Background: an optimization exercise with open tools, aiming at small area, a short achievable clock period and few clock cycles. Do not read the settings as production practice. Where RTL was checked, it was by simulation tests only, not by an equivalence proof against the original. For run 6, only the layout was checked, not whether the RTL still works. Power and IR drop assume default switching activity.

**flow/config.mk**
```make
export PLATFORM = sky130hd
export DESIGN_NAME = evsub_tga
export DESIGN_NICKNAME = evsub_tga
export VERILOG_FILES = /design/flow/design.v
export SDC_FILE = /design/flow/constraint.sdc
export NUM_CORES = 4
export LEC_CHECK = 0
export CAP_MARGIN = 40
export CORE_MARGIN = 2
export CORE_UTILIZATION = 70
export SLEW_MARGIN = 40
```
**flow/constraint.sdc**
```tcl
create_clock -name core_clock -period 11.0 [get_ports {clk}]
set_input_delay 2.2000 -clock core_clock [delete_from_list [all_inputs] [get_ports {clk}]]
set_output_delay 2.2000 -clock core_clock [all_outputs]
set_load 0.01 [all_outputs]
```
**flow/design.v**
```verilog
module evsub_tga (
    input  wire        clk,
    input  wire        rst_n,       
    input  wire        tirq,        
    input  wire        sf_valid,    
    output wire        sf_ready,    
    input  wire [73:0] sf_data,     
    input  wire        sf_err,      
    output wire        ev_valid,    
    input  wire        ev_ready,    
    output wire [39:0] ev_data,     
    output wire        halted       
);
    localparam [2:0] K_PPRESS = 3'd0;
    localparam [2:0] K_PMOVE  = 3'd1;
    localparam [2:0] K_PREL   = 3'd2;
    localparam [2:0] K_PEXIT  = 3'd3;
    localparam [2:0] K_KPRESS = 3'd4;
    localparam [2:0] K_KREL   = 3'd5;
    function [1:0] keyzone;
        input [15:0] x;
        begin
            if (x < 16'd107)      keyzone = 2'd0;
            else if (x < 16'd214) keyzone = 2'd1;
            else if (x < 16'd320) keyzone = 2'd2;
            else                  keyzone = 2'd3;
        end
    endfunction
    reg tirq_q;
    reg tirq_pend;
    reg in_sess;
    reg halt_r;
    wire tirq_fall = tirq_q & ~tirq;
    wire start     = ~in_sess & ~halt_r & (tirq_pend | tirq_fall);
    reg        hv, tv;
    reg [1:0]  hn, tn;              
    reg [24:0] hp0, hp1, tp0, tp1;
    reg [3:0]  hc, tc;              
    assign sf_ready = in_sess & ~tv;
    wire take     = sf_valid & sf_ready;
    wire take_ok  = take & ~sf_err;
    wire [1:0]  in_n  = sf_data[73:72];
    wire [32:0] in_q0 = sf_data[68:36];    
    wire [32:0] in_q1 = sf_data[32:0];
    wire in_v0 = in_n[1] | in_n[0];
    wire in_v1 = in_n[1];
    wire in_g0 = (in_q0[15:8] == 8'd0) & (in_q0[7:4] != 4'hF);
    wire in_g1 = (in_q1[15:8] == 8'd0) & (in_q1[7:4] != 4'hF);
    wire [1:0] in_z0 = keyzone(in_q0[31:16]);
    wire [1:0] in_z1 = keyzone(in_q1[31:16]);
    wire in_k0 = (in_z0 != 2'd3);
    wire in_k1 = (in_z1 != 2'd3);
    wire [24:0] in_p0 = {in_q0[32:16], in_q0[7:2], in_g0 ? in_q0[1:0] : in_z0};
    wire [24:0] in_p1 = {in_q1[32:16], in_q1[7:2], in_g1 ? in_q1[1:0] : in_z1};
    wire [3:0] in_c = {in_v1 & ~in_g1 & in_k1, in_v0 & ~in_g0 & in_k0,
                       in_v1 & in_g1, in_v0 & in_g0};
    always @(posedge clk) begin
        tirq_q <= tirq;
        if (!rst_n) begin
            tirq_pend <= 1'b0;
            in_sess   <= 1'b0;
            halt_r    <= 1'b0;
        end else begin
            tirq_pend <= start ? (tirq_pend & tirq_fall) : (tirq_pend | tirq_fall);
            if (take) begin
                if (sf_err) begin
                    halt_r  <= 1'b1;
                    in_sess <= 1'b0;
                end else if (in_n == 2'd0) begin
                    in_sess <= 1'b0;
                end
            end else if (start) begin
                in_sess <= 1'b1;
            end
        end
    end
    assign halted = halt_r;
    reg  [1:0]  active;
    reg         ptr_valid;
    reg         ptr_id;
    reg  [23:0] lc, lo;
    reg         cid, vc, vo;
    reg  [1:0]  key0, key1;         
    reg  [5:0]  done;               
    reg  [1:0]  wr;                 
    reg         outv;
    reg  [2:0]  o_kind;
    reg  [1:0]  o_key;
    reg         o_show;             
    wire [23:0] o_xy = lc & {24{o_show}};
    assign ev_valid = outv;
    assign ev_data  = {2'b00, o_kind, o_key, 1'b0, o_xy[23:8], 8'd0, o_xy[7:0]};
    wire        v0  = hn[1] | hn[0];
    wire        v1  = hn[1];
    wire        id0 = hp0[24];
    wire        id1 = hp1[24];
    wire [23:0] xy0 = hp0[23:0];        
    wire [23:0] xy1 = hp1[23:0];
    wire [1:0] kz0 = hp0[1:0];          
    wire [1:0] kz1 = hp1[1:0];
    wire eqAc = vc & (xy0 == lc);
    wire eqAo = vo & (xy0 == lo);
    wire eqBc = vc & (xy1 == lc);
    wire eqBo = vo & (xy1 == lo);
    wire eqL0 = (id0 == cid) ? eqAc : eqAo;      
    wire eqL1 = (id1 == cid) ? eqBc : eqBo;      
    wire same = (id0 == id1);
    wire G0 = hc[0];
    wire G1 = hc[1];
    wire B0 = hc[2];
    wire B1 = hc[3];
    wire act_id0 = id0 ? active[1] : active[0];
    wire act_id1 = id1 ? active[1] : active[0];
    wire set0  = G0 & ~ptr_valid & ~act_id0;
    wire pv1   = ptr_valid | set0;
    wire pid1  = set0 ? id0 : ptr_id;
    wire c_g0  = G0 & pv1 & (pid1 == id0);
    wire e_g0  = c_g0 & ~eqL0;
    wire set1  = G1 & ~pv1 & ~act_id1;
    wire pv2   = pv1 | set1;
    wire pid2  = set1 ? id1 : pid1;
    wire c_g1  = G1 & pv2 & (pid2 == id1);
    wire g0m   = e_g0 & same & ~done[0];
    wire e_g1  = c_g1 & (g0m | ~eqL1);
    wire act1_id1 = act_id1 | wr[id1] | g0m;
    wire ptr_id0 = pv2 & (pid2 == id0);
    wire ptr_id1 = pv2 & (pid2 == id1);
    wire e_b0  = B0 & ~ptr_id0 & ~act_id0;
    wire e_b1  = B1 & ~ptr_id1 & ~act_id1 & ~(e_b0 & same);
    wire [1:0] proc = {(v0 & id0) | (v1 & id1), (v0 & ~id0) | (v1 & ~id1)};
    wire r0  = active[0] & ~proc[0];
    wire r1  = active[1] & ~proc[1];
    wire rp0 = r0 & pv2 & ~pid2;
    wire rp1 = r1 & pv2 & pid2;
    wire [5:0] f   = {r1, r0, e_b1, e_b0, e_g1, e_g0};
    wire [5:0] rem = f & ~done;
    wire [5:0] sel = rem & ~{rem[4:0], 1'b0} & ~{rem[3:0], 2'b0} & ~{rem[2:0], 3'b0}
                         & ~{rem[1:0], 4'b0} & ~{rem[0], 5'b0};
    wire [2:0] n_kind = (sel[0] ? {2'b00, act_id0}  : 3'd0)
                      | (sel[1] ? {2'b00, act1_id1} : 3'd0)
                      | ((sel[2] | sel[3]) ? K_KPRESS : 3'd0)
                      | (sel[4] ? (rp0 ? K_PREL : K_KREL) : 3'd0)
                      | (sel[5] ? (rp1 ? K_PREL : K_KREL) : 3'd0);
    wire [1:0] n_key  = (sel[2] ? kz0 : 2'd0)
                      | (sel[3] ? kz1 : 2'd0)
                      | ((sel[4] & ~rp0) ? key0 : 2'd0)
                      | ((sel[5] & ~rp1) ? key1 : 2'd0);
    wire n_show = sel[0] | sel[1] | (sel[4] & rp0) | (sel[5] & rp1);
    wire none   = (rem == 6'd0);
    wire lastev = ((rem & ~sel) == 6'd0);
    wire o_rel  = o_show & (o_kind == K_PREL);
    wire load   = ~outv | (ev_ready & ~o_rel);
    wire pop    = hv & (none | (load & lastev));
    wire ld     = hv & ~none & load;
    wire wid  = sel[1] ? id1 : id0;
    wire wany = sel[0] | sel[1];
    wire [1:0] wnow = {wany & wid, wany & ~wid};
    wire [1:0] know = {(sel[2] & id0) | (sel[3] & id1), (sel[2] & ~id0) | (sel[3] & ~id1)};
    wire kid  = sel[3] ? id1 : id0;
    wire kany = sel[2] | sel[3];
    wire [1:0] act_n = proc & (active | wr | wnow | know | {e_b0 & id0, e_b0 & ~id0}
                                                         | {e_b1 & id1, e_b1 & ~id1});
    wire       pv_n  = pv2 & ~(rp0 | rp1);
    always @(posedge clk) begin
        if (!rst_n) begin
            hv        <= 1'b0;
            tv        <= 1'b0;
            outv      <= 1'b0;
            done      <= 6'd0;
            wr        <= 2'b00;
            active    <= 2'b00;
            ptr_valid <= 1'b0;
            ptr_id    <= 1'b0;
            vc        <= 1'b0;
            vo        <= 1'b0;
        end else begin
            if (~hv | pop)
                hv <= tv | take_ok;
            if (tv)
                tv <= ~(~hv | pop);
            else
                tv <= take_ok & hv & ~pop;
            if (ld)
                outv <= 1'b1;
            else if (ev_ready & ~o_rel)
                outv <= 1'b0;
            if (pop) begin
                done <= 6'd0;
                wr   <= 2'b00;
                if (hn == 2'd0) begin
                    active    <= 2'b00;
                    ptr_valid <= 1'b0;
                    ptr_id    <= 1'b0;
                end else begin
                    active    <= act_n;
                    ptr_valid <= pv_n;
                    ptr_id    <= pid2;
                end
            end else if (ld) begin
                done <= done | {|sel[5:5], |sel[5:4], |sel[5:3], |sel[5:2], |sel[5:1], |sel[5:0]};
                wr   <= wr | wnow | know;
            end
            if (pop & (hn == 2'd0)) begin
                vc <= 1'b0;
                vo <= 1'b0;
            end else if (ld & wany) begin
                vc  <= 1'b1;
                cid <= wid;
                if (wid != cid) vo <= vc;
            end else if (ld & kany) begin
                if (kid == cid) vc <= 1'b0;
                else            vo <= 1'b0;
            end
        end
    end
    always @(posedge clk) begin
        if (~hv | pop) begin
            if (tv) begin
                hn <= tn; hp0 <= tp0; hp1 <= tp1; hc <= tc;
            end else begin
                hn <= in_n; hp0 <= in_p0; hp1 <= in_p1; hc <= in_c;
            end
        end
        if (take) begin
            tn <= in_n; tp0 <= in_p0; tp1 <= in_p1; tc <= in_c;
        end
        if (ld) begin
            o_kind <= n_kind;
            o_key  <= n_key;
            o_show <= n_show;
        end else if (ev_ready & o_rel) begin
            o_kind <= K_PEXIT;
            o_show <= 1'b0;
        end
        if (ld & wany) begin
            lc <= sel[0] ? xy0 : xy1;
            if (wid != cid) lo <= lc;
        end
        if (ld & know[0]) key0 <= sel[2] ? kz0 : kz1;
        if (ld & know[1]) key1 <= sel[2] ? kz0 : kz1;
    end
endmodule
```
**flow/flow/run.sh**
```bash
#!/bin/bash
set -euo pipefail
export BUFFER_PORTS_ARGS="-buffer_cell sky130_fd_sc_hd__buf_1"
export SETUP_SLACK_MARGIN=7.2
bash standard.sh > flow_standard.log 2>&1
```
**flow/standard.sh**
```bash
#!/bin/bash
# synth_recipe.tcl (not shown) runs the flow's synth.tcl, then flattens the netlist and writes it again
# the make line also repeats each setting of config.mk as NAME=value (left out here)
make -C /OpenROAD-flow-scripts/flow DESIGN_CONFIG=/design/flow/config.mk WORK_HOME=/design/flow/orfs CLKGATE_MAP_FILE= SYNTH_SCRIPT=/design/flow/synth_recipe.tcl "${@:-finish}"
```
==> results.cfg, run 1 <==
[yosys]
post_synth_inst_count = 729
synth.distinct_cells = 77
synth_seq_area_share_pct = 58.0
post-synth-top-count-cell = edfxtp_1
synth_area_leaders = edfxtp_1 54%, mux2_2 9.3%, xor2_1 5.6%, dfxtp_1 4.4%, xnor2_1 3.6%
async_reset_ff_share_pct = 0
synth_ff_type = edfxtp_1
synth_area_per_cell_um2 = 13.1
netlist_top_cells_count = 171 x edfxtp_1, 79 x mux2_2, 61 x xor2_1
ys.warnings.count = 1
yosysTopAreaCellShare_pct = 53.6
cell_area_synth_um2 = 9580
postSynthRegisterBits = 192
synth_largest_area_cell = edfxtp_1
number_of_synthesized_flops_with_an_enable_pin = 171

[clock_tree]
clock_sink_count = 192
cts_inserted_buffers = 17
clk_pin_slew_worst_paths_ns = 0.07
clock_tree_from_tritoncts = done
cts_htree_levels = 4
cts_max_path_buffers = 2
root_buffer_master = clkbuf_16
hold_buffers = 0
clock_latency_ns = 0.45

[timing]
min_period_ns = 3.76
fin_setup_tns_ns = 0
worstMarginPinSlew_ns = 0.783
timing.hold.ws_ns = 0.513
slew_headroom_pct = 47.6
fin_worst_skew_ns = 0.0141
final-max-slew-violation-count = 0
setup_repair_after_global_routing_missed_its_margin = no
fmax_mhz = 266
report.final.hold_viol_count = 0
final-setup-viol-count = 0
fin_crit_sh_pct = 34.1

[finish]
layout.nets = 925
register_area_um2 = 5560
finalCoreUtilization_pct = 82.1
antenna_cells_inserted = 0
n_fill_cell = 736
multi_input_comb_area_um2 = 3930
post_route_cells_drive_above_1_share_pct = 18.4
layout.cells.non_filler = 1034
areaGrowthSynthToFinish_pct = 14.0

[worst_setup_path]
maximum_fanout_along_the_worst_path = 13
setup.worst_path.end_class = flip-flop
timing.setup.critical_path_class = input port to flip-flop
cp_data_required_time_ns = 11.34
arrival_ns = 4.09
worst-r2r-setup-slack_ns = 7.33
worstSetupStartpointType = input port

[global_route]
grt_pass1_vias = 6482
globalRouteOverflowTotal = 0
grt_first_pass_wirelength_um = 36700
grt_use_total_pct = 34.4
initial_antenna_violation_count = 2
grt_start_max_net_pins = 63

[hold_path]
hp-class = flip-flop to flip-flop

[run]
maxCapViolations = 0

[routing]
route.detailed.drc = 0
drt_wl_total_um = 24400
route.antenna.remaining_nets = 0
dr.first_iter.drc_count = 912
post_drt_via_cell_ratio = 6.64
routed_wire_length_per_instance_um = 23.6
drt_first_pass_iters = 5
routed-via-count = 6865

[pwr]
internal-power_mw = 1.17
total_power_mw = 1.54
switching_power_mw = 0.365
total_leakage_power_nw = 3.69
switching_part_of_the_total_pct = 23.8
sequential_power_share_pct = 53.8
power_frac_clock_pct = 41.0
p_comb_share_pct = 5.2
power_density_nw_per_um2 = 141
max-vdd-ir-drop_v = 0.000150

[floorplanning]
design.die.area_um2 = 14600
placement_rows = 42
io_pins = 123
chipWidth_um = 121
initial_core_util_pct = 72.0
core_ar_um2 = 13300
die_height_um = 121

[place]
post-dp-hpwl_um = 16200
routabilityCongestion = 0.911
placed_cells = 988
port_buffers = 105

[status]
status = no timing/DRC/antenna violations
[cell families after synthesis]
kind of cell    Yosys count  synth area share, %
buf+inv                  52                 2.78
mux                      88                 10.3
flops                   192                 58.0
compound gates          110                 8.51
xor+xnor                101                 9.32
other cells               1               0.0392
simple gates            185                 11.1
[per-layer routing]
| layer | track usage, % | part of all wire (%) | vias to the layer above |
|---|---|---|---|
| li1 | - | - | 2992 |
| met1 | 49.2 | 39 | 3290 |
| met2 | 51.4 | 45 | 499 |
| met3 | 8.93 | 12 | 80 |
| met4 | 12.6 | 3.4 | 4 |
| met5 | 0 | 0.11 | - |
[cells in the final DEF, fill, tap and decap left out, types with 5 or more instances in the layout]
master and count:
nand3_1 10, nor2_1 25, nor4_1 22, xnor2_1 39
and2_1 28, buf_4 13, mux2i_1 7, dfxtp_1 20
nor3b_1 5, xor2_1 61, o211a_1 6, nor3_1 11
and3_1 5, inv_1 14, nand2b_1 5, o21ai_0 19
mux2_2 79, edfxtp_1 171, a31oi_1 5, conb_1 11
a22oi_1 6, clkbuf_16 17, a21oi_1 17, a21o_1 5
clkinv_8 6, nand2_1 28, a211oi_1 5, nand4_1 17
buf_1 104
[worst paths after layout]
| check | depth (start not counted) | to | startpoint |
|---|---|---|---|
| min | 1 | wr[1] | wr[1] |
| max | 7 | vo | ev_ready |
| max reg2reg | 10 | vo | hp0[1] |
| min reg2reg | 1 | wr[1] | wr[1] |
[critical path, stage by stage]
cell     delay [ns]
buf_1          0.10
nand2_1        0.07
nand2_2        0.27
nand2_1        0.32
o21ai_0        0.53
nand3_4        0.28
o221a_1        0.31
[power groups by stage]
stage	Clock, mW	Combinational, mW	Sequential (mW)
floorplan	0	0.0482	0.835
global placement	0	0.0691	0.843
detailed placement	0	0.0715	0.844
CTS	0.633	0.0774	0.826
global route	0.660	0.0862	0.828
finish	0.629	0.0800	0.827
[through the flow]
step,area (µm²),worst slack [ns]
finish,10900,7.24
floorplan,9630,7.12
global placement,10100,6.86
detailed placement,10100,6.78
global route,10900,7.16
CTS,10800,7.13
[final cells by class]
| type | count | share of cell area [%] |
|---|---|---|
| clock buffer | 17 | 3.90 |
| clock inverter | 15 | 1.80 |
| inverter | 16 | 0.550 |
| multi-input combinational | 498 | 36.0 |
| sequential | 192 | 50.9 |
| tap | 176 | 2.02 |
| timing repair buffer | 120 | 4.80 |
[registers in the layout, indices dropped and copies added (netlist names), 3 cells and up]
name    cells
o_kind      3
hc          4
hp1        25
tp1        25
lo         24
tc          4
tp0        25
lc         24
done        6
hp0        25
[repair_timing]
action,CTS,global route
gates cloned,3,0
pin swaps,1,2
gates resized for setup,7,7
endpoints found under the setup margin,125,95
buffers inserted,9,2
Testbench counts, summed over its fixed seeds: cycles 9,358.
==> inputs of run 2 (changes only) <==
--- a/flow/config.mk
+++ b/flow/config.mk
@@ -9,3 +9,3 @@
 export CORE_MARGIN = 2
-export CORE_UTILIZATION = 70
+export CORE_UTILIZATION = 60
 export SLEW_MARGIN = 40
==> results.cfg, run 2 <==
[status]
status = no timing/DRC/antenna violations

[finish]
layout.cells.non_filler = 1072
final_common_cell = edfxtp_1
antenna_cells_inserted = 0
finalCoreUtilization_pct = 69.4
areaGrowthSynthToFinish_pct = 13.8
post_route_cells_drive_above_1_share_pct = 18.5
layout_common_cells = 171 x edfxtp_1, 104 x buf_1, 79 x mux2_2
layout.nets = 923
n_fill_cell = 1150
finish.instance_area_um2 = 10900

[clock_tree]
clock_sink_count = 192
clock_tree_from_tritoncts = done
cts_max_path_buffers = 2
hold_buffers = 0
clk_pin_slew_worst_paths_ns = 0.08
root_buffer_master = clkbuf_16
cts_htree_levels = 4
cts_inserted_buffers = 17
clock_latency_ns = 0.44

[yosys]
yosysTopAreaCellShare_pct = 53.6
postSynthRegisterBits = 192
async_reset_ff_share_pct = 0
synth_area_leaders = edfxtp_1 54%, mux2_2 9.3%, xor2_1 5.6%, dfxtp_1 4.4%, xnor2_1 3.6%
synth.distinct_cells = 77
post-synth-top-count-cell = edfxtp_1
synth_seq_area_share_pct = 58.0
synth_largest_area_cell = edfxtp_1
post_synth_inst_count = 729
synth_ff_type = edfxtp_1
cell_area_synth_um2 = 9580
netlist_top_cells_count = 171 x edfxtp_1, 79 x mux2_2, 61 x xor2_1
synth_area_per_cell_um2 = 13.1
ys.warnings.count = 1
number_of_synthesized_flops_with_an_enable_pin = 171

[timing]
fmax_mhz = 273
min_period_ns = 3.67
final-setup-viol-count = 0
slew_headroom_pct = 46.0
setup_repair_after_global_routing_missed_its_margin = no
fin_worst_skew_ns = 0.0128
worstMarginPinSlew_ns = 0.801
final-max-slew-violation-count = 0
report.final.hold_viol_count = 0
fin_setup_tns_ns = 0
timing.final.ws_setup_ns = 7.33
fin_crit_sh_pct = 33.3

[place]
port_buffers = 105
routabilityCongestion = 0.893
placed_cells = 1029
post-dp-hpwl_um = 16400
postPlaceCellArea_um2 = 10100
preCtsSetupSlack_ns = 6.67

[routing]
routed_wire_length_per_instance_um = 22.3
drt_first_pass_iters = 5
route.antenna.remaining_nets = 0
post_drt_via_cell_ratio = 6.10
route.detailed.drc = 0
drt_wl_total_um = 23900
dr.first_iter.drc_count = 844
routed-via-count = 6536

[worst_setup_path]
timing.setup.critical_path_class = flip-flop to flip-flop
worst_path_largest_cell_delay_ns = 0.66
cp_data_required_time_ns = 11.11
maximum_fanout_along_the_worst_path = 15
crit_path_top_delay_cell = dfxtp_1
worstSetupStartpointType = flip-flop
arrival_ns = 3.77
worstRegToRegCells = 9
path_cells = mux2i_2, a21oi_1, o31ai_1, and3b_1, a22o_2, or3b_1, a22oi_2, buf_4, a31o_4
setup.worst_path.end_class = flip-flop

[global_route]
grt_start_max_net_pins = 64
grt_first_pass_wirelength_um = 36200
grt_pass1_vias = 6365
grt_use_total_pct = 29.2
initial_antenna_violation_count = 0
globalRouteOverflowTotal = 0

[floorplanning]
design.die.area_um2 = 17000
io_pins = 123
chipWidth_um = 130
core_ar_um2 = 15700
die_height_um = 130
initial_core_util_pct = 60.9
placement_rows = 46

[hold_path]
hp-class = flip-flop to flip-flop
holdPathStages = 2

[pwr]
power_density_nw_per_um2 = 138
total_leakage_power_nw = 3.67
max-vdd-ir-drop_v = 0.000118

[run]
maxCapViolations = 0
-- run 2: cell counts after synthesis --
Identical to the previous run, type by type.
-- run 2: layout make-up --
| type | count | area [µm²] | share of cell area, % |
|---|---|---|---|
| flip-flops and latches | 192 | 5560 | 51.0 |
| multi-input cells | 498 | 3940 | 36.1 |
| repair buffers | 118 | 503 | 4.62 |
| clock buffers | 18 | 429 | 3.94 |
| well taps | 216 | 270 | 2.48 |
| clock inverters | 14 | 143 | 1.31 |
| inverters | 16 | 60.1 | 0.551 |
-- run 2: per-stage QoR --
step | hold slack, ns | power, mW
global placement | 0.471 | 0.912
global route | 0.509 | 1.55
floorplan | 0.458 | 0.883
detailed placement | 0.481 | 0.916
finish | 0.501 | 1.50
CTS | 0.492 | 1.51
-- run 2: layer usage --
layer | up-vias | GRT usage [%] | share of wire (%)
met5 | - | 0 | 0
met4 | 0 | 8.26 | 1.5
met3 | 29 | 5.54 | 7.0
met2 | 288 | 44.5 | 46
met1 | 3216 | 43.3 | 46
li1 | 3003 | - | -
-- run 2: cell families after synthesis --
| logic type | count (synthesis) | synth area share (%) |
|---|---|---|
| simple gates | 185 | 11.1 |
| buf+inv | 52 | 2.78 |
| xor+xnor | 101 | 9.32 |
| mux | 88 | 10.3 |
| flops | 192 | 58.0 |
| other cells | 1 | 0.0392 |
| compound gates | 110 | 8.51 |
-- run 2: timing repair --
action                                 CTS  global route
setup endpoints to repair              126           102
pin swaps                                2             2
buffers inserted                         7             1
resized for setup                        7            13
endpoints found under the hold margin    0             0
gates cloned                             2             1
-- run 2: path summary, 6_finish.rpt --
kind	end	startpoint	slack, ns
worst max-delay path	hp1[2]	active[0]	7.33
worst min-delay path	tirq_pend	tirq_pend	0.50
worst max register to register	hp1[2]	active[0]	7.33
worst min register to register	tirq_pend	tirq_pend	0.50
-- run 2: power breakdown --
| part | internal [mW] | total [mW] | leakage (nW) | switching (mW) |
|---|---|---|---|---|
| sequential | 0.809 | 0.825 | 1.77 | 0.0160 |
| combinational | 0.0330 | 0.0773 | 1.61 | 0.0443 |
| clock | 0.302 | 0.602 | 0.284 | 0.300 |
-- run 2: worst max-delay path, delay by kind of cell, from the launching register on --
family	cells	cell delay, ns
buffers and inverters	1	0.21
DFF	1	0.66
AOI/OAI and AO/OA	5	1.48
muxes	1	0.22
and+or+nand+nor	2	0.73
==> inputs of run 3 (changes only) <==
--- a/flow/config.mk
+++ b/flow/config.mk
@@ -7,5 +7,5 @@
 export LEC_CHECK = 0
-export CAP_MARGIN = 40
+export CAP_MARGIN = 20
 export CORE_MARGIN = 2
 export CORE_UTILIZATION = 60
-export SLEW_MARGIN = 40
+export SLEW_MARGIN = 20
==> results.cfg, run 3 <==
[clock_tree]
clock_latency_ns = 0.44
hold_buffers = 0
clock_sink_count = 192
cts_htree_levels = 4
clock_tree_from_tritoncts = done
clk_pin_slew_worst_paths_ns = 0.08
root_buffer_master = clkbuf_16
cts_max_path_buffers = 2
cts_inserted_buffers = 17

[place]
postPlaceCellArea_um2 = 10100
placed_cells = 1029
routabilityCongestion = 0.893
post-dp-hpwl_um = 16400
port_buffers = 105

[routing]
drt_first_pass_iters = 5
post_drt_via_cell_ratio = 6.05
routed-via-count = 6505
route.detailed.drc = 0
routed_wire_length_per_instance_um = 22.1
route.antenna.remaining_nets = 0
drt_wl_total_um = 23800
dr.first_iter.drc_count = 728

[finish]
finish.instance_area_um2 = 10900
layout.cells.non_filler = 1075
post_route_cells_drive_above_1_share_pct = 18.6
layout.nets = 926
antenna_cells_inserted = 0
areaGrowthSynthToFinish_pct = 14.3
final_common_cell = edfxtp_1
layout_common_cells = 171 x edfxtp_1, 105 x buf_1, 79 x mux2_2

[timing]
report.final.hold_viol_count = 0
worstMarginPinSlew_ns = 0.931
final-setup-viol-count = 0
slew_headroom_pct = 37.3
setup_repair_after_global_routing_missed_its_margin = no
fin_worst_skew_ns = 0.0115
min_period_ns = 3.68
fin_setup_tns_ns = 0
fin_crit_sh_pct = 33.5
final-max-slew-violation-count = 0
fmax_mhz = 272

[global_route]
grt.met3_usage_pct = 6.15
grt_pass1_vias = 6387
globalRouteMet2Util_pct = 45.1
grt_start_max_net_pins = 64
globalRouteOverflowTotal = 0
global_route.usage.met1_pct = 43.1
grt_use_total_pct = 29.3
grt_first_pass_wirelength_um = 36400
top_usage_layer = met2
initial_antenna_violation_count = 0

[worst_setup_path]
cp_data_required_time_ns = 11.38
arrival_ns = 4.07
worstSetupStartpointType = input port
timing.setup.critical_path_class = input port to flip-flop
worstRegToRegCells = 11
setup.worst_path.end_class = flip-flop
maximum_fanout_along_the_worst_path = 25

[yosys]
postSynthRegisterBits = 192
netlist_top_cells_count = 171 x edfxtp_1, 79 x mux2_2, 61 x xor2_1
cell_area_synth_um2 = 9580
yosysTopAreaCellShare_pct = 53.6
synth_ff_type = edfxtp_1
ys.warnings.count = 1
synth_area_per_cell_um2 = 13.1
async_reset_ff_share_pct = 0
synth.distinct_cells = 77
synth_seq_area_share_pct = 58.0
synth_area_leaders = edfxtp_1 54%, mux2_2 9.3%, xor2_1 5.6%, dfxtp_1 4.4%, xnor2_1 3.6%
post-synth-top-count-cell = edfxtp_1
post_synth_inst_count = 729
number_of_synthesized_flops_with_an_enable_pin = 171
synth_largest_area_cell = edfxtp_1

[floorplanning]
core_ar_um2 = 15700
die_height_um = 130
chipWidth_um = 130
initial_core_util_pct = 60.9
io_pins = 123
design.die.area_um2 = 17000
placement_rows = 46

[hold_path]
hp-class = flip-flop to flip-flop
holdPathStages = 2

[pwr]
total_power_mw = 1.50
max-vdd-ir-drop_v = 0.000123
total_leakage_power_nw = 3.68
power_density_nw_per_um2 = 137

[run]
maxCapViolations = 0

[status]
status = no timing/DRC/antenna violations
## run 3: cell counts after synthesis
No cell type changed its count.
## run 3: kinds of logic (layout without fill, tap and decap cells)
kind of cell / count (synthesis) / in the layout / synth area share [%]
xor gates and xnor gates: 101 / 101 / 9.32
DFF: 192 / 192 / 58.0
other: 1 / 11 / 0.0392
AOI/OAI and AO/OA: 110 / 113 / 8.51
and+or+nand+nor: 185 / 185 / 11.1
muxes: 88 / 88 / 10.3
buffers and inverters: 52 / 169 / 2.78
## run 3: what timing repair did
action | CTS | global route
pin swaps | 2 | 2
resized for setup | 8 | 15
gates cloned | 3 | 0
setup buffers | 9 | 2
setup endpoints to repair | 150 | 103
## run 3: cell type report
| type | instances | area (µm²) |
|---|---|---|
| timing repair buffer | 121 | 537 |
| clock inverter | 14 | 143 |
| multi-input combinational | 498 | 3950 |
| sequential | 192 | 5560 |
| fill | 1143 | 4760 |
| clock buffer | 18 | 429 |
| tap | 216 | 270 |
| inverter | 16 | 63.8 |
## run 3: per-stage QoR
step	hold WS, ns	worst slack [ns]	utilization (%)
floorplan	0.458	7.12	-
global placement	0.471	6.73	64.5
detailed placement	0.481	6.67	64.5
CTS	0.492	7.11	69.1
global route	0.512	7.19	69.7
finish	0.495	7.32	69.7
## run 3: power by group
part	internal [mW]	switching [mW]	leakage, nW
Combinational	0.0329	0.0443	1.62
Clock	0.302	0.299	0.284
Sequential	0.809	0.0159	1.77
## run 3: per-layer routing
layer	up-vias	wire length, µm	part of all wire, %
met2	267	10900	46
met3	26	1650	6.9
met4	0	269	1.1
met1	3207	10900	46
met5	-	0	0
li1	3005	-	-
## run 3: worst paths after layout
| kind | start | to | slack [ns] |
|---|---|---|---|
| setup / recovery | ev_ready | vo | 7.32 |
| setup reg to reg | hp0[1] | vo | 7.40 |
| hold reg to reg | tirq_pend | tirq_pend | 0.50 |
| hold / removal | tirq_pend | tirq_pend | 0.50 |
## run 3: worst max-delay path: stages
cell,delay (ns)
buf_1,0.09
nand2_1,0.07
nand2_2,0.24
nand2_1,0.33
a221oi_4,0.27
buf_4,0.41
mux2i_1,0.25
o221a_1,0.20
==> inputs of run 4 (changes only) <==
--- a/flow/config.mk
+++ b/flow/config.mk
@@ -7,5 +7,5 @@
 export LEC_CHECK = 0
-export CAP_MARGIN = 20
+export CAP_MARGIN = 10
 export CORE_MARGIN = 2
 export CORE_UTILIZATION = 60
-export SLEW_MARGIN = 20
+export SLEW_MARGIN = 10
==> results.cfg, run 4 <==
[hold_path]
hp-class = flip-flop to flip-flop

[timing]
report.final.hold_viol_count = 0
final-setup-viol-count = 0
timing.final.ws_setup_ns = 7.32
fin_crit_sh_pct = 33.5
min_period_ns = 3.68
fin_worst_skew_ns = 0.0115
fin_setup_tns_ns = 0
fmax_mhz = 272
setup_repair_after_global_routing_missed_its_margin = no
final-max-slew-violation-count = 0
slew_headroom_pct = 37.3
timing.hold.ws_ns = 0.495
worstMarginPinSlew_ns = 0.931

[finish]
layout_common_cells = 171 x edfxtp_1, 105 x buf_1, 79 x mux2_2
antenna_cells_inserted = 0
layout.nets = 926
n_fill_cell = 1143
final_common_cell = edfxtp_1
areaGrowthSynthToFinish_pct = 14.3
layout.cells.non_filler = 1075
post_route_cells_drive_above_1_share_pct = 18.6

[place]
routabilityCongestion = 0.893
placed_cells = 1029
preCtsSetupSlack_ns = 6.67
post-dp-hpwl_um = 16400
port_buffers = 105

[floorplanning]
chipWidth_um = 130
design.die.area_um2 = 17000
initial_core_util_pct = 60.9
core_ar_um2 = 15700
die_height_um = 130
placement_rows = 46
io_pins = 123

[clock_tree]
clock_tree_from_tritoncts = done
cts_inserted_buffers = 17
cts_max_path_buffers = 2
cts_htree_levels = 4
clk_pin_slew_worst_paths_ns = 0.08
clock_sink_count = 192
clock_latency_ns = 0.44
root_buffer_master = clkbuf_16
hold_buffers = 0

[yosys]
yosysTopAreaCellShare_pct = 53.6
number_of_synthesized_flops_with_an_enable_pin = 171
synth_seq_area_share_pct = 58.0
post_synth_inst_count = 729
async_reset_ff_share_pct = 0
synth_ff_type = edfxtp_1
cell_area_synth_um2 = 9580
post-synth-top-count-cell = edfxtp_1
synth_area_per_cell_um2 = 13.1
synth.distinct_cells = 77
ys.warnings.count = 1
synth_area_leaders = edfxtp_1 54%, mux2_2 9.3%, xor2_1 5.6%, dfxtp_1 4.4%, xnor2_1 3.6%
netlist_top_cells_count = 171 x edfxtp_1, 79 x mux2_2, 61 x xor2_1
postSynthRegisterBits = 192
synth_largest_area_cell = edfxtp_1

[worst_setup_path]
setup.worst_path.end_class = flip-flop
timing.setup.critical_path_class = input port to flip-flop
cp_data_required_time_ns = 11.38
crit_path_top_delay_cell = buf_4
path_cells = buf_1, nand2_1, nand2_2, nand2_1, a221oi_4, buf_4, mux2i_1, o221a_1
crit_path_frequent_cell = nand2_1
worst_path_largest_cell_delay_ns = 0.41
worstSetupStartpointType = input port
arrival_ns = 4.07
worst-r2r-setup-slack_ns = 7.40
maximum_fanout_along_the_worst_path = 25

[routing]
drt_first_pass_iters = 5
drt_wl_total_um = 23800
dr.first_iter.drc_count = 728
routed-via-count = 6505
route.antenna.remaining_nets = 0
post_drt_via_cell_ratio = 6.05
route.detailed.drc = 0
routed_wire_length_per_instance_um = 22.1

[status]
status = no timing/DRC/antenna violations

[global_route]
grt_first_pass_wirelength_um = 36400
globalRouteOverflowTotal = 0
grt_pass1_vias = 6387
grt_start_max_net_pins = 64
grt_use_total_pct = 29.3
initial_antenna_violation_count = 0

[run]
maxCapViolations = 0

[pwr]
power_density_nw_per_um2 = 137
max-vdd-ir-drop_v = 0.000123
total_leakage_power_nw = 3.68
total_power_mw = 1.50
## run 4: metal layers
layer | global-route usage [%] | up-vias | part of all wire (%)
met2 | 45.1 | 267 | 46
met1 | 43.1 | 3207 | 46
met3 | 6.15 | 26 | 6.9
met5 | 0 | - | 0
li1 | - | 3005 | -
met4 | 7.51 | 0 | 1.1
## run 4: metrics by stage
| step | instance area [µm²] | util [%] |
|---|---|---|
| after global placement | 10100 | 64.5 |
| after floorplan | 9630 | - |
| after global routing | 10900 | 69.7 |
| after detailed placement | 10100 | 64.5 |
| after CTS | 10900 | 69.1 |
| final | 10900 | 69.7 |
## run 4: critical path: cells and delay by family
kind | cells | cell delay (ns)
AND/OR/NAND/NOR | 3 | 0.64
AO/OA/AOI/OAI | 2 | 0.47
buffers and inverters | 2 | 0.50
multiplexers | 1 | 0.25
## run 4: layout make-up
class | instances | area (µm²) | area share, %
clock buffer | 18 | 429 | 3.92
clock inverter | 14 | 143 | 1.30
inverter | 16 | 63.8 | 0.583
multi-input combinational | 498 | 3950 | 36.1
sequential | 192 | 5560 | 50.8
tap | 216 | 270 | 2.47
timing repair buffer | 121 | 537 | 4.90
## run 4: where the power goes
group          switching, mW  internal [mW]  total (mW)
sequential            0.0159          0.809       0.825
clock                  0.299          0.302       0.601
combinational         0.0443         0.0329      0.0772
total                  0.359           1.14        1.50
## run 4: path summary, 6_finish.rpt
path         startpoint   endpoint  cells after the start
min reg2reg   tirq_pend  tirq_pend                      2
max            ev_ready         vo                      8
min           tirq_pend  tirq_pend                      2
max reg2reg      hp0[1]         vo                     11
## run 4: timing repair
action                                 in CTS  in global routing
endpoints found under the hold margin       0                  0
resized for setup                           8                 15
pin swaps                                   2                  2
setup endpoints to repair                 150                103
buffers inserted                            9                  2
cloned                                      3                  0
## run 4: cell families (layout without fill, tap and decap cells)
family	count (synthesis)	count (layout)	share of synthesized area, %
xor+xnor	101	101	9.32
flops	192	192	58.0
compound gates	110	113	8.51
buf+inv	52	169	2.78
mux	88	88	10.3
other cells	1	11	0.0392
simple gates	185	185	11.1
==> inputs of run 5 (changes only) <==
--- a/flow/design.v
+++ b/flow/design.v
@@ -83,3 +83,3 @@
     reg  [1:0]  key0, key1;         
-    reg  [5:0]  done;               
+    reg  [4:0]  done;               
     reg  [1:0]  wr;                 
@@ -135,3 +135,3 @@
     wire [5:0] f   = {r1, r0, e_b1, e_b0, e_g1, e_g0};
-    wire [5:0] rem = f & ~done;
+    wire [5:0] rem = f & ~{1'b0, done};
     wire [5:0] sel = rem & ~{rem[4:0], 1'b0} & ~{rem[3:0], 2'b0} & ~{rem[2:0], 3'b0}
@@ -168,3 +168,3 @@
             outv      <= 1'b0;
-            done      <= 6'd0;
+            done      <= 5'd0;
             wr        <= 2'b00;
@@ -187,3 +187,3 @@
             if (pop) begin
-                done <= 6'd0;
+                done <= 5'd0;
                 wr   <= 2'b00;
@@ -199,3 +199,3 @@
             end else if (ld) begin
-                done <= done | {|sel[5:5], |sel[5:4], |sel[5:3], |sel[5:2], |sel[5:1], |sel[5:0]};
+                done <= done | {|sel[5:4], |sel[5:3], |sel[5:2], |sel[5:1], |sel[5:0]};
                 wr   <= wr | wnow | know;
--- a/flow/config.mk
+++ b/flow/config.mk
@@ -7,5 +7,5 @@
 export LEC_CHECK = 0
-export CAP_MARGIN = 10
+export CAP_MARGIN = 40
 export CORE_MARGIN = 2
 export CORE_UTILIZATION = 60
-export SLEW_MARGIN = 10
+export SLEW_MARGIN = 40
==> results.cfg, run 5 <==
[finish]
layout.nets = 970
areaGrowthSynthToFinish_pct = 13.7
post_route_cells_drive_above_1_share_pct = 14.0
layout_common_cells = 171 x edfxtp_1, 105 x buf_1, 99 x nand2_1
antenna_cells_inserted = 0
final_common_cell = edfxtp_1
n_fill_cell = 1117

[timing]
fin_setup_tns_ns = 0
report.final.hold_viol_count = 0
final-max-slew-violation-count = 0
final-setup-viol-count = 0
fin_worst_skew_ns = 0.0139
setup_repair_after_global_routing_missed_its_margin = no
worstMarginPinSlew_ns = 0.895
slew_headroom_pct = 39.7
fmax_mhz = 273
timing.hold.ws_ns = 0.467
fin_crit_sh_pct = 33.3
min_period_ns = 3.67

[yosys]
async_reset_ff_share_pct = 0
ys.warnings.count = 1
synth_seq_area_share_pct = 58.4
postSynthRegisterBits = 191
synth_area_leaders = edfxtp_1 54%, mux2_2 6.4%, xor2_1 6.3%, dfxtp_1 4.2%, nand2_1 4.0%
synth_area_per_cell_um2 = 12.2
synth.distinct_cells = 76
netlist_top_cells_count = 171 x edfxtp_1, 102 x nand2_1, 68 x xor2_1
synth_ff_type = edfxtp_1
synth_largest_area_cell = edfxtp_1
cell_area_synth_um2 = 9470
post-synth-top-count-cell = edfxtp_1
yosysTopAreaCellShare_pct = 54.2
post_synth_inst_count = 775
number_of_synthesized_flops_with_an_enable_pin = 171

[global_route]
grt_first_pass_wirelength_um = 36300
initial_antenna_violation_count = 0
globalRouteOverflowTotal = 0
grt_use_total_pct = 29.7
grt_pass1_vias = 6266
grt_start_max_net_pins = 63

[routing]
routed-via-count = 6650
post_drt_via_cell_ratio = 5.97
dr.first_iter.drc_count = 884
routed_wire_length_per_instance_um = 21.8
drt_wl_total_um = 24200
route.detailed.drc = 0
route.antenna.remaining_nets = 0
drt_first_pass_iters = 5

[clock_tree]
cts_max_path_buffers = 2
clock_sink_count = 191
clock_tree_from_tritoncts = done
root_buffer_master = clkbuf_16
cts_htree_levels = 4
clk_pin_slew_worst_paths_ns = 0.07
clock_latency_ns = 0.44
cts_inserted_buffers = 17
hold_buffers = 0

[run]
maxCapViolations = 0

[floorplanning]
die_height_um = 130
design.die.area_um2 = 16800
placement_rows = 45
initial_core_util_pct = 61.8
chipWidth_um = 130
core_ar_um2 = 15300
io_pins = 123

[place]
post-dp-hpwl_um = 17300
routabilityCongestion = 0.905
port_buffers = 105

[worst_setup_path]
worstSetupStartpointType = flip-flop
cp_data_required_time_ns = 11.07
maximum_fanout_along_the_worst_path = 58
setup.worst_path.end_class = flip-flop
timing.setup.critical_path_class = flip-flop to flip-flop
arrival_ns = 3.74

[pwr]
total_leakage_power_nw = 3.68
power_density_nw_per_um2 = 141
max-vdd-ir-drop_v = 0.000156

[hold_path]
hp-class = flip-flop to flip-flop

[status]
status = no timing/DRC/antenna violations
==> run 5: cell count changes in the layout (fill, tap and decap cells not counted), sizes merged, moves of 5 or more <==
cell,before,now
xnor2,39,32
a21oi,17,27
xor2,62,68
o211a,6,1
mux2,80,54
nand2,29,102
nand4,17,12
==> run 5: worst paths after layout <==
kind	end	slack, ns	from	cells past startpoint
worst max-delay path	hp1[22]	7.33	hp0[24]	9
worst min-delay path	wr[0]	0.47	wr[0]	2
worst max register to register	hp1[22]	7.33	hp0[24]	9
worst min register to register	wr[0]	0.47	wr[0]	2
==> run 5: what timing repair did <==
item	CTS	global route
hold endpoints to repair	0	0
resized for setup	2	5
setup endpoints to repair	107	88
setup buffers	7	3
==> run 5: area by class of cell <==
type | count | area [µm²] | area share [%]
inverter | 16 | 63.8 | 0.593
timing repair buffer | 119 | 515 | 4.79
clock buffer | 18 | 429 | 3.99
clock inverter | 14 | 151 | 1.41
sequential | 191 | 5540 | 51.4
multi-input combinational | 545 | 3810 | 35.4
tap | 211 | 264 | 2.45
==> run 5: logic make-up (layout without fill, tap and decap cells) <==
family | Yosys count | after routing | share of synthesized area (%)
simple gates | 255 | 255 | 13.5
compound gates | 120 | 120 | 9.38
mux | 59 | 59 | 6.95
other cells | 1 | 11 | 0.0396
buf+inv | 49 | 167 | 2.44
flops | 191 | 191 | 58.4
xor+xnor | 100 | 100 | 9.25
==> run 5: power breakdown <==
group          switching [mW]  internal (mW)  total, mW
Clock                   0.294          0.321      0.614
Sequential             0.0180          0.806      0.824
Combinational          0.0468         0.0318     0.0786
==> run 5: stage by stage <==
step           power, mW  instances  utilization (%)  setup slack (ns)  cell area (µm²)
6_report            1.52       1114             70.3              7.33            10800
2_1_floorplan      0.880        785                -              5.19             9530
3_5_place_dp       0.914       1072             65.7              6.79            10100
4_1_cts             1.51       1111             70.0              7.22            10700
3_3_place_gp       0.910       1072             65.6              6.57            10100
5_1_grt             1.55       1114             70.3              7.20            10800
==> run 5: worst max-delay path, stage by stage (launching register included) <==
cell and delay [ns]:
edfxtp_1 0.50, buf_4 0.20, xnor2_1 0.25, nand4_1 0.13
or4_1 0.55, o21ai_2 0.32, a2bb2oi_4 0.33, a21oi_1 0.23
o211ai_1 0.25, buf_6 0.48
==> run 5: layer usage <==
layer / global-route usage [%] / wire (µm)
met3: 7.97 / 1930
met5: 0 / 0
met4: 9.80 / 599
met2: 44.7 / 11000
met1: 42.4 / 10700
Testbench counts of run 5, summed over its fixed seeds: cycles 9,358.
==> inputs of run 6 (changes only) <==
--- a/flow/design.v
+++ b/flow/design.v
@@ -82,3 +82,2 @@
     reg         cid, vc, vo;
-    reg  [1:0]  key0, key1;         
     reg  [4:0]  done;               
@@ -145,4 +144,4 @@
                       | (sel[3] ? kz1 : 2'd0)
-                      | ((sel[4] & ~rp0) ? key0 : 2'd0)
-                      | ((sel[5] & ~rp1) ? key1 : 2'd0);
+                      | ((sel[4] & ~rp0) ? (cid ? lo[1:0] : lc[1:0]) : 2'd0)
+                      | ((sel[5] & ~rp1) ? (cid ? lc[1:0] : lo[1:0]) : 2'd0);
     wire n_show = sel[0] | sel[1] | (sel[4] & rp0) | (sel[5] & rp1);
@@ -175,2 +174,3 @@
             vo        <= 1'b0;
+            cid       <= 1'b0;
         end else begin
@@ -237,5 +237,6 @@
             if (wid != cid) lo <= lc;
-        end
-        if (ld & know[0]) key0 <= sel[2] ? kz0 : kz1;
-        if (ld & know[1]) key1 <= sel[2] ? kz0 : kz1;
+        end else if (ld & kany) begin
+            if (kid == cid) lc[1:0] <= sel[2] ? kz0 : kz1;
+            else            lo[1:0] <= sel[2] ? kz0 : kz1;
+        end
     end
==> results.cfg, run 6 <==
[timing]
fin_crit_sh_pct = 34.4
min_period_ns = 3.79
timing.final.ws_setup_ns = 7.21
timing.hold.ws_ns = 0.484
fmax_mhz = 264
final-max-slew-violation-count = 0
fin_worst_skew_ns = 0.0124
final-setup-viol-count = 0
setup_repair_after_global_routing_missed_its_margin = yes
fin_setup_tns_ns = 0
report.final.hold_viol_count = 0
slew_headroom_pct = 48.7
worstMarginPinSlew_ns = 0.769

[routing]
dr.first_iter.drc_count = 676
post_drt_via_cell_ratio = 5.96
drt_wl_total_um = 23100
routed_wire_length_per_instance_um = 20.8
routed-via-count = 6637
route.antenna.remaining_nets = 0
drt_first_pass_iters = 5
route.detailed.drc = 0

[finish]
finish.instance_area_um2 = 10700
multi_input_comb_area_um2 = 3830
n_fill_cell = 1113
antenna_cells_inserted = 0
layout.nets = 969
finalCoreUtilization_pct = 69.9
layout_common_cells = 166 x edfxtp_1, 105 x buf_1, 98 x nand2_1
layout.cells.non_filler = 1113
final_common_cell = edfxtp_1
register_area_um2 = 5410
areaGrowthSynthToFinish_pct = 13.5
post_route_cells_drive_above_1_share_pct = 15.0

[floorplanning]
core_ar_um2 = 15300
chipWidth_um = 129
io_pins = 123
placement_rows = 45
design.die.area_um2 = 16700
initial_core_util_pct = 61.6
die_height_um = 129

[place]
placed_cells = 1073
preCtsSetupSlack_ns = 6.67
postPlaceCellArea_um2 = 9960
routabilityCongestion = 0.911
post-dp-hpwl_um = 16300
port_buffers = 105

[worst_setup_path]
timing.setup.critical_path_class = input port to flip-flop
arrival_ns = 3.98
worstSetupStartpointType = input port
cp_data_required_time_ns = 11.19
setup.worst_path.end_class = flip-flop
maximum_fanout_along_the_worst_path = 3

[yosys]
synth_area_per_cell_um2 = 12.1
synth_largest_area_cell = edfxtp_1
netlist_top_cells_count = 166 x edfxtp_1, 100 x nand2_1, 71 x xor2_1
async_reset_ff_share_pct = 0
yosysTopAreaCellShare_pct = 53.0
post_synth_inst_count = 778
ys.warnings.count = 1
synth.distinct_cells = 74
synth_seq_area_share_pct = 57.5
postSynthRegisterBits = 187
synth_ff_type = edfxtp_1
cell_area_synth_um2 = 9410
synth_area_leaders = edfxtp_1 53%, xor2_1 6.6%, mux2_2 6.3%, dfxtp_1 4.5%, nand2_1 4.0%
post-synth-top-count-cell = edfxtp_1
number_of_synthesized_flops_with_an_enable_pin = 166

[run]
maxCapViolations = 0

[clock_tree]
cts_inserted_buffers = 17
cts_htree_levels = 4
clk_pin_slew_worst_paths_ns = 0.08
cts_max_path_buffers = 2
clock_tree_from_tritoncts = done
clock_latency_ns = 0.44
root_buffer_master = clkbuf_16
clock_sink_count = 187

[global_route]
globalRouteOverflowTotal = 0
grt_use_total_pct = 28.5
grt_start_max_net_pins = 65
grt_first_pass_wirelength_um = 35500
grt_pass1_vias = 6296
initial_antenna_violation_count = 0

[pwr]
max-vdd-ir-drop_v = 0.000132
internal-power_mw = 1.13
sequential_power_share_pct = 53.8
power_frac_clock_pct = 41.3
total_leakage_power_nw = 3.63
switching_part_of_the_total_pct = 24.6
switching_power_mw = 0.369
total_power_mw = 1.50
power_density_nw_per_um2 = 140
p_comb_share_pct = 4.9

[hold_path]
hp-class = flip-flop to flip-flop

[status]
status = no timing/DRC/antenna violations
## run 6: cell count changes after synthesis, moves of 4 or more
cell / previous run / this run
edfxtp_1: 171 / 166
or3_1: 4 / 0
xnor2_1: 32 / 26
a22oi_1: 7 / 1
nand2b_1: 6 / 1
a32oi_1: 1 / 5
nor2_1: 30 / 47
a211oi_1: 4 / 0
o21ai_0: 17 / 23
## run 6: final cells by class
class                      instances  share of cell area [%]
timing repair buffer             118                    4.76
multi-input combinational        549                    35.9
inverter                          16                   0.563
clock buffer                      18                    4.02
clock inverter                    14                    1.66
tap                              211                    2.47
sequential                       187                    50.7
## run 6: critical path: stages
cell and delay (ns):
buf_1 0.10, or4_1 0.65, nor4_4 0.24, buf_4 0.19, nor3b_1 0.19, a21oi_1 0.11, mux2_2 0.28
## run 6: power by group through the flow
stage	clock, mW	sequential [mW]	combinational (mW)
after CTS	0.624	0.806	0.0699
after global placement	0	0.820	0.0665
final	0.618	0.805	0.0729
after floorplan	0	0.814	0.0455
after detailed placement	0	0.821	0.0688
after global routing	0.651	0.806	0.0799
## run 6: cells by family (layout without fill, tap and decap cells)
group	count (synthesis)	count (layout)	share of synthesized area, %
simple gates	270	270	14.4
flops	187	187	57.5
compound gates	108	108	8.58
xor+xnor	99	99	9.38
mux	61	61	7.28
buf+inv	52	166	2.86
other cells	1	11	0.0399
## run 6: timing repair
| action | in CTS | in global routing |
|---|---|---|
| gates resized for setup | 5 | 2 |
| pin swaps | 0 | 1 |
| buffers inserted | 2 | 6 |
| hold buffers | 0 | 0 |
| endpoints found under the setup margin | 107 | 74 |
## run 6: final timing paths
kind | from | endpoint | slack [ns] | depth (start not counted)
setup / recovery | sf_data[28] | hp1[1] | 7.21 | 7
hold / removal | wr[1] | wr[1] | 0.48 | 2
setup reg to reg | hp0[24] | lo[0] | 7.38 | 9
hold reg to reg | wr[1] | wr[1] | 0.48 | 2
## run 6: metal layers
metal / vias up / wire length, µm / global-route usage (%)
li1: 3062 / - / -
met1: 3250 / 10700 / 41.7
met2: 290 / 10600 / 43.7
met3: 35 / 1460 / 5.04
met4: 0 / 417 / 9.21
met5: - / 0 / 0
==> inputs of run 7 (changes only) <==
--- a/flow/design.v
+++ b/flow/design.v
@@ -35,5 +35,4 @@
     reg        hv, tv;
-    reg [1:0]  hn, tn;              
     reg [24:0] hp0, hp1, tp0, tp1;
-    reg [3:0]  hc, tc;              
+    reg [3:0]  hc, tc;
     assign sf_ready = in_sess & ~tv;
@@ -54,4 +53,4 @@
     wire [24:0] in_p1 = {in_q1[32:16], in_q1[7:2], in_g1 ? in_q1[1:0] : in_z1};
-    wire [3:0] in_c = {in_v1 & ~in_g1 & in_k1, in_v0 & ~in_g0 & in_k0,
-                       in_v1 & in_g1, in_v0 & in_g0};
+    wire [3:0] in_c = {in_v1 & (in_g1 | in_k1), in_v1 & ~in_g1,
+                       in_v0 & (in_g0 | in_k0), in_v0 & ~in_g0};
     always @(posedge clk) begin
@@ -91,4 +90,4 @@
     assign ev_data  = {2'b00, o_kind, o_key, 1'b0, o_xy[23:8], 8'd0, o_xy[7:0]};
-    wire        v0  = hn[1] | hn[0];
-    wire        v1  = hn[1];
+    wire        v0  = hc[1] | hc[0];
+    wire        v1  = hc[3] | hc[2];
     wire        id0 = hp0[24];
@@ -106,6 +105,6 @@
     wire same = (id0 == id1);
-    wire G0 = hc[0];
-    wire G1 = hc[1];
-    wire B0 = hc[2];
-    wire B1 = hc[3];
+    wire G0 = hc[1] & ~hc[0];
+    wire G1 = hc[3] & ~hc[2];
+    wire B0 = hc[1] &  hc[0];
+    wire B1 = hc[3] &  hc[2];
     wire act_id0 = id0 ? active[1] : active[0];
@@ -189,3 +188,3 @@
                 wr   <= 2'b00;
-                if (hn == 2'd0) begin
+                if (~v0) begin
                     active    <= 2'b00;
@@ -202,3 +201,3 @@
             end
-            if (pop & (hn == 2'd0)) begin
+            if (pop & ~v0) begin
                 vc <= 1'b0;
@@ -218,5 +217,5 @@
             if (tv) begin
-                hn <= tn; hp0 <= tp0; hp1 <= tp1; hc <= tc;
+                hp0 <= tp0; hp1 <= tp1; hc <= tc;
             end else begin
-                hn <= in_n; hp0 <= in_p0; hp1 <= in_p1; hc <= in_c;
+                hp0 <= in_p0; hp1 <= in_p1; hc <= in_c;
             end
@@ -224,3 +223,3 @@
         if (take) begin
-            tn <= in_n; tp0 <= in_p0; tp1 <= in_p1; tc <= in_c;
+            tp0 <= in_p0; tp1 <= in_p1; tc <= in_c;
         end
==> flow/flow/run.sh (replaced) <==
#!/bin/bash
set -euo pipefail
export BUFFER_PORTS_ARGS="-buffer_cell sky130_fd_sc_hd__buf_1"
export SETUP_SLACK_MARGIN=7.0
bash standard.sh > flow_standard.log 2>&1
==> results.cfg, run 7 <==
[status]
status = no timing/DRC/antenna violations

[routing]
dr.first_iter.drc_count = 695
post_drt_via_cell_ratio = 6.10
routed_wire_length_per_instance_um = 21.0
route.detailed.drc = 0
routed-via-count = 6486
route.antenna.remaining_nets = 0
drt_wl_total_um = 22400
drt_first_pass_iters = 5

[yosys]
compound_gate_fraction_of_synth_area_pct = 8.61
post-synth-top-count-cell = edfxtp_1
synth_top_family_by_area = simple AND/OR/NAND/NOR gates
synth_seq_area_share_pct = 57.7
yosysTopAreaCellShare_pct = 53.1
cell_area_synth_um2 = 9160
synth.distinct_cells = 72
ys.warnings.count = 1
post_synth_inst_count = 752
number_of_synthesized_flops_with_an_enable_pin = 162
synth_area_leaders = edfxtp_1 53%, xnor2_1 7.7%, mux2_2 7.0%, dfxtp_1 4.6%, nand2_1 3.9%
postSynthRegisterBits = 183
synth_mux_area_share_pct = 7.61
async_reset_ff_share_pct = 0
synth_ff_type = edfxtp_1
synth_simple_gate_area_share_pct = 13.7
synth_area_per_cell_um2 = 12.2
netlist_top_cells_count = 162 x edfxtp_1, 94 x nand2_1, 80 x xnor2_1
synth_largest_area_cell = edfxtp_1
yosys.area_share.xor_xnor_pct = 9.47
adder_and_majority_cell_fraction_of_the_synthesized_area_pct = 0.109

[timing]
fin_setup_tns_ns = 0
report.final.hold_viol_count = 0
setup_repair_after_global_routing_missed_its_margin = no
fin_crit_sh_pct = 35.4
final-max-slew-violation-count = 0
fin_worst_skew_ns = 0.0138
min_period_ns = 3.89
worstMarginPinSlew_ns = 0.771
final-setup-viol-count = 0
timing.hold.ws_ns = 0.484
fmax_mhz = 257
slew_headroom_pct = 48.6

[hold_path]
holdPathStages = 1
hold_path_end = done[0]
hp-class = flip-flop to flip-flop
worstHoldStart = done[0]

[finish]
areaGrowthSynthToFinish_pct = 13.4
antenna_cells_inserted = 0
final_common_cell = edfxtp_1
layout.nets = 943
layout_common_cells = 162 x edfxtp_1, 105 x buf_1, 92 x nand2_1
post_route_cells_drive_above_1_share_pct = 13.9

[global_route]
grt_pass1_vias = 6188
grt_use_total_pct = 28.6
grt_start_max_net_pins = 58
grt_first_pass_wirelength_um = 34600
globalRouteOverflowTotal = 0
initial_antenna_violation_count = 0

[pwr]
power_density_nw_per_um2 = 143
total_leakage_power_nw = 3.47
max-vdd-ir-drop_v = 0.000132

[worst_setup_path]
critical_path.reg2reg.endpoint = o_kind[0]
setup.worst_path.end_class = output port
timing.setup.critical_path_class = flip-flop to output port
maximum_fanout_along_the_worst_path = 14
timing.rr.start = hc[0]
worstSetupStartpointType = flip-flop
arrival_ns = 1.69
worstRegToRegCells = 10
worst-r2r-setup-slack_ns = 7.22
cp_data_required_time_ns = 8.80

[place]
post-dp-hpwl_um = 16100
port_buffers = 105
routabilityCongestion = 0.906

[floorplanning]
design.die.area_um2 = 16300
die_height_um = 128
core_ar_um2 = 15000
placement_rows = 45
chipWidth_um = 128
initial_core_util_pct = 60.9
io_pins = 123

[clock_tree]
clock_tree_from_tritoncts = done
clock_latency_ns = 0.44
cts_inserted_buffers = 17
root_buffer_master = clkbuf_16
clock_sink_count = 183
clk_pin_slew_worst_paths_ns = 0.07
cts_max_path_buffers = 2
cts_htree_levels = 4

[run]
maxCapViolations = 0
[run 7: logic make-up (layout without fill, tap and decap cells)]
kind of cell | Yosys count | in the layout
simple gates | 244 | 244
flops | 183 | 183
compound gates | 112 | 112
xor+xnor | 99 | 99
mux | 62 | 62
buf+inv | 50 | 164
fa+ha+maj | 1 | 1
other cells | 1 | 11
[run 7: power by group]
part / internal, mW / switching [mW]
registers: 0.772 / 0.0167
logic: 0.0323 / 0.0411
clock network: 0.336 / 0.288
[run 7: layer usage]
| layer | track usage [%] | up-vias | part of all wire (%) |
|---|---|---|---|
| met5 | 0 | - | 0 |
| met4 | 8.86 | 0 | 1.4 |
| met3 | 5.23 | 21 | 7.5 |
| met2 | 44.4 | 296 | 46 |
| met1 | 41.4 | 3179 | 45 |
| li1 | - | 2990 | - |
[run 7: area by class of cell]
cell class                      count  area (µm²)
Timing Repair Buffer              117         488
Clock inverter                     11         116
Fill cell                        1133        4650
Clock buffer                       21         493
Inverter                           15        56.3
Multi-Input combinational cell    529        3700
Sequential cell                   183        5290
Tap cell                          188         235
[run 7: repair_timing]
| item | 4_1_cts | 5_1_grt |
|---|---|---|
| setup buffers | 0 | 7 |
| hold buffers | 0 | 0 |
| gates resized for setup | 3 | 2 |
| cloned | 0 | 0 |
| endpoints found under the setup margin | 100 | 99 |
[run 7: critical path, stage by stage, from the launching register on]
cell,delay [ns]
edfxtp_1,0.68
buf_4,0.29
and2_1,0.14
buf_1,0.15
[run 7: worst max-delay path by stage]
| stage | startpoint | end | slack [ns] | cells past startpoint |
|---|---|---|---|---|
| 6_report | o_show | ev_data[29] | 7.11 | 3 |
| 5_1_grt | o_show | ev_data[29] | 7.01 | 3 |
| 4_1_cts | hp0[24] | hp0[21] | 7.01 | 9 |
| 3_5_place_dp | ev_ready | hp1[11] | 6.72 | 8 |
| 3_3_place_gp | hp0[24] | lo[0] | 6.61 | 10 |
| 2_1_floorplan | ev_ready | lc[0] | 7.00 | 6 |
[run 7: through the flow]
stage                     power, mW  instances  util (%)  cell area [µm²]  setup WS [ns]
after floorplan               0.843        762         -             9210           7.00
after global placement        0.871       1025      64.5             9690           6.61
after detailed placement      0.874       1025      64.5             9700           6.72
after CTS                      1.49       1057      68.6            10300           7.01
after global routing           1.53       1064      69.0            10400           7.01
final                          1.49       1064      69.0            10400           7.11
Testbench counts of run 7, summed over its fixed seeds: cycles 9,358.
==> inputs of run 8 (changes only) <==
==> flow/flow/run.sh (replaced) <==
#!/bin/bash
set -euo pipefail
export BUFFER_PORTS_ARGS="-buffer_cell sky130_fd_sc_hd__buf_1"
export SETUP_SLACK_MARGIN=7.2
bash standard.sh > flow_standard.log 2>&1
==> results.cfg, run 8 <==
[yosys]
yosys.area_share.xor_xnor_pct = 9.47
synth_seq_area_share_pct = 57.7
yosysTopAreaCellShare_pct = 53.1
synth_area_per_cell_um2 = 12.2
synth_area_leaders = edfxtp_1 53%, xnor2_1 7.7%, mux2_2 7.0%, dfxtp_1 4.6%, nand2_1 3.9%
cell_area_synth_um2 = 9160
post-synth-top-count-cell = edfxtp_1
netlist_top_cells_count = 162 x edfxtp_1, 94 x nand2_1, 80 x xnor2_1
adder_and_majority_cell_fraction_of_the_synthesized_area_pct = 0.109
synth_simple_gate_area_share_pct = 13.7
synth.distinct_cells = 72
compound_gate_fraction_of_synth_area_pct = 8.61
ys.warnings.count = 1
synth_mux_area_share_pct = 7.61
synth_largest_area_cell = edfxtp_1
synth_top_family_by_area = simple AND/OR/NAND/NOR gates
synth_ff_type = edfxtp_1
postSynthRegisterBits = 183
async_reset_ff_share_pct = 0
post_synth_inst_count = 752
number_of_synthesized_flops_with_an_enable_pin = 162

[worst_setup_path]
setup.worst_path.end_class = flip-flop
worstRegToRegCells = 11
worst_path_largest_cell_delay_ns = 0.41
crit_path_top_delay_cell = edfxtp_1
arrival_ns = 3.76
cp_data_required_time_ns = 11.13
worstSetupStartpointType = flip-flop
timing.critical_path.max_delay_family = simple AND/OR/NAND/NOR gates
worst-path-buf-inv = 2
path_depth = 11
path_cells = buf_4, xnor2_2, nand4_1, nor4_1, nand4_1, and2_1, o311a_1, a311oi_4, buf_6, nor2_1, nor2_1
maximum_fanout_along_the_worst_path = 25
timing.setup.critical_path_class = flip-flop to flip-flop

[global_route]
grt_pass1_vias = 6207
grt_first_pass_wirelength_um = 34800
grt_use_total_pct = 28.7
globalRouteOverflowTotal = 0
initial_antenna_violation_count = 0
grt_start_max_net_pins = 58

[finish]
final_common_cell = edfxtp_1
areaGrowthSynthToFinish_pct = 14.3
antenna_cells_inserted = 0
layout_common_cells = 162 x edfxtp_1, 105 x buf_1, 90 x nand2_1
layout.nets = 948
finalCoreUtilization_pct = 69.6
n_fill_cell = 1094
post_route_cells_drive_above_1_share_pct = 14.9

[floorplanning]
placement_rows = 45
core_ar_um2 = 15000
io_pins = 123
chipWidth_um = 128
design.die.area_um2 = 16300
die_height_um = 128
initial_core_util_pct = 60.9

[clock_tree]
root_buffer_master = clkbuf_16
cts_max_path_buffers = 2
clock_sink_count = 183
clock_latency_ns = 0.44
clk_pin_slew_worst_paths_ns = 0.07
cts_inserted_buffers = 17
hold_buffers = 0
clock_tree_from_tritoncts = done
cts_htree_levels = 4

[timing]
slew_headroom_pct = 50.1
min_period_ns = 3.63
worstMarginPinSlew_ns = 0.749
final-setup-viol-count = 0
fmax_mhz = 276
fin_worst_skew_ns = 0.0130
report.final.hold_viol_count = 0
fin_crit_sh_pct = 33.0
fin_setup_tns_ns = 0
final-max-slew-violation-count = 0
setup_repair_after_global_routing_missed_its_margin = no

[routing]
drt_wl_total_um = 22500
routed-via-count = 6404
route.detailed.drc = 0
dr.first_iter.drc_count = 796
route.antenna.remaining_nets = 0
post_drt_via_cell_ratio = 5.99
drt_first_pass_iters = 5
routed_wire_length_per_instance_um = 21.0

[status]
status = no timing/DRC/antenna violations

[place]
post-dp-hpwl_um = 16100
routabilityCongestion = 0.928
port_buffers = 105

[hold_path]
holdPathStages = 1
hp-class = flip-flop to flip-flop

[pwr]
power_density_nw_per_um2 = 140
max-vdd-ir-drop_v = 0.000115
total_leakage_power_nw = 3.50

[run]
maxCapViolations = 0
-- run 8: per-layer routing --
metal	up-vias	share of wire [%]	track usage (%)
met1	3083	45	41.5
met2	307	46	44.1
met4	0	1.6	8.08
met5	-	0	0
met3	28	7.9	6.28
li1	2986	-	-
-- run 8: worst paths after layout --
| path | startpoint | end | slack [ns] |
|---|---|---|---|
| worst max-delay path | hp0[24] | lo[0] | 7.37 |
| worst max register to register | hp0[24] | lo[0] | 7.37 |
| worst min-delay path | done[0] | done[0] | 0.49 |
| worst min register to register | done[0] | done[0] | 0.49 |
-- run 8: cell type report --
| class | count | area [µm²] | area share [%] |
|---|---|---|---|
| sequential | 183 | 5290 | 50.5 |
| inverter | 15 | 56.3 | 0.538 |
| multi-input combinational | 529 | 3730 | 35.7 |
| clock inverter | 13 | 121 | 1.16 |
| timing repair buffer | 122 | 562 | 5.37 |
| tap | 188 | 235 | 2.25 |
| clock buffer | 19 | 464 | 4.44 |
-- run 8: what timing repair did --
| item | in CTS | in global routing |
|---|---|---|
| endpoints found under the setup margin | 132 | 76 |
| pin swaps | 0 | 1 |
| setup buffers | 7 | 3 |
| resized for setup | 4 | 5 |
-- run 8: stage by stage --
step / std cells / total power [mW] / worst slack, ns / hold WS [ns] / instance area, µm²
final: 1069 / 1.47 / 7.37 / 0.490 / 10500
after global routing: 1069 / 1.51 / 7.22 / 0.511 / 10500
after CTS: 1066 / 1.48 / 7.23 / 0.486 / 10400
after detailed placement: 1027 / 0.873 / 6.75 / 0.468 / 9730
after global placement: 1025 / 0.871 / 6.70 / 0.453 / 9700
after floorplan: 762 / 0.843 / 7.17 / 0.441 / 9230
-- run 8: power breakdown --
group	internal [mW]	switching (mW)	leakage, nW
logic	0.0332	0.0415	1.50
clock network	0.320	0.286	0.295
registers	0.772	0.0164	1.70
total	1.12	0.344	3.50
-- run 8: kinds of logic after synthesis --
logic type | count (synthesis)
AOI/OAI and AO/OA | 112
xor gates and xnor gates | 99
adders and majority gates | 1
buffers and inverters | 50
DFF | 183
muxes | 62
other | 1
and+or+nand+nor | 244
-- run 8: worst register-to-register path: cells and delay by family, from the launching register on --
kind | cells | cell delay [ns]
AO/OA/AOI/OAI | 2 | 0.67
XOR/XNOR | 1 | 0.28
AND/OR/NAND/NOR | 6 | 1.47
buffers and inverters | 2 | 0.49
flip-flops | 1 | 0.41

what the ideal ports hide:
How much do the figures lean on ideal ports? The routed layouts below were timed once more, with nothing changed but the port constraints. Step 1, drivers: a clkbuf_16 drives clk and a buf_2 each remaining input, both assumed. Step 2 adds t to the input delays and takes it off the output delays; t is the mean of the earliest and latest rising clock arrival at the registers after step 1. Input paths then give back, and output paths get back, about the clock's delay inside the block. a / b / c = ideal / step 1 / step 2; a / b = the first two.
| run | shift t [ns] | slack for setup (ns) | worst hold slack (ns) | clock arrival spread, ns |
|---|---|---|---|---|
| run 1 | 0.485 | 7.244 / 7.262 / 6.777 | 0.513 / 0.513 / 0.513 | 0.014 / 0.014 |
| run 2 | 0.483 | 7.335 / 7.296 / 6.937 | 0.501 / 0.501 / 0.501 | 0.013 / 0.013 |
| run 3 | 0.484 | 7.319 / 7.294 / 6.852 | 0.495 / 0.495 / 0.495 | 0.012 / 0.012 |
| run 4 | 0.484 | 7.319 / 7.294 / 6.852 | 0.495 / 0.495 / 0.495 | 0.012 / 0.012 |
| run 5 | 0.476 | 7.333 / 7.333 / 6.920 | 0.467 / 0.467 / 0.467 | 0.014 / 0.014 |
| run 6 | 0.478 | 7.214 / 7.236 / 6.757 | 0.484 / 0.484 / 0.484 | 0.013 / 0.013 |
| run 7 | 0.472 | 7.109 / 7.069 / 6.900 | 0.484 / 0.484 / 0.484 | 0.014 / 0.013 |
| run 8 | 0.474 | 7.371 / 7.371 / 6.935 | 0.490 / 0.490 / 0.490 | 0.013 / 0.013 |
After both steps setup and hold are still met in every run listed.
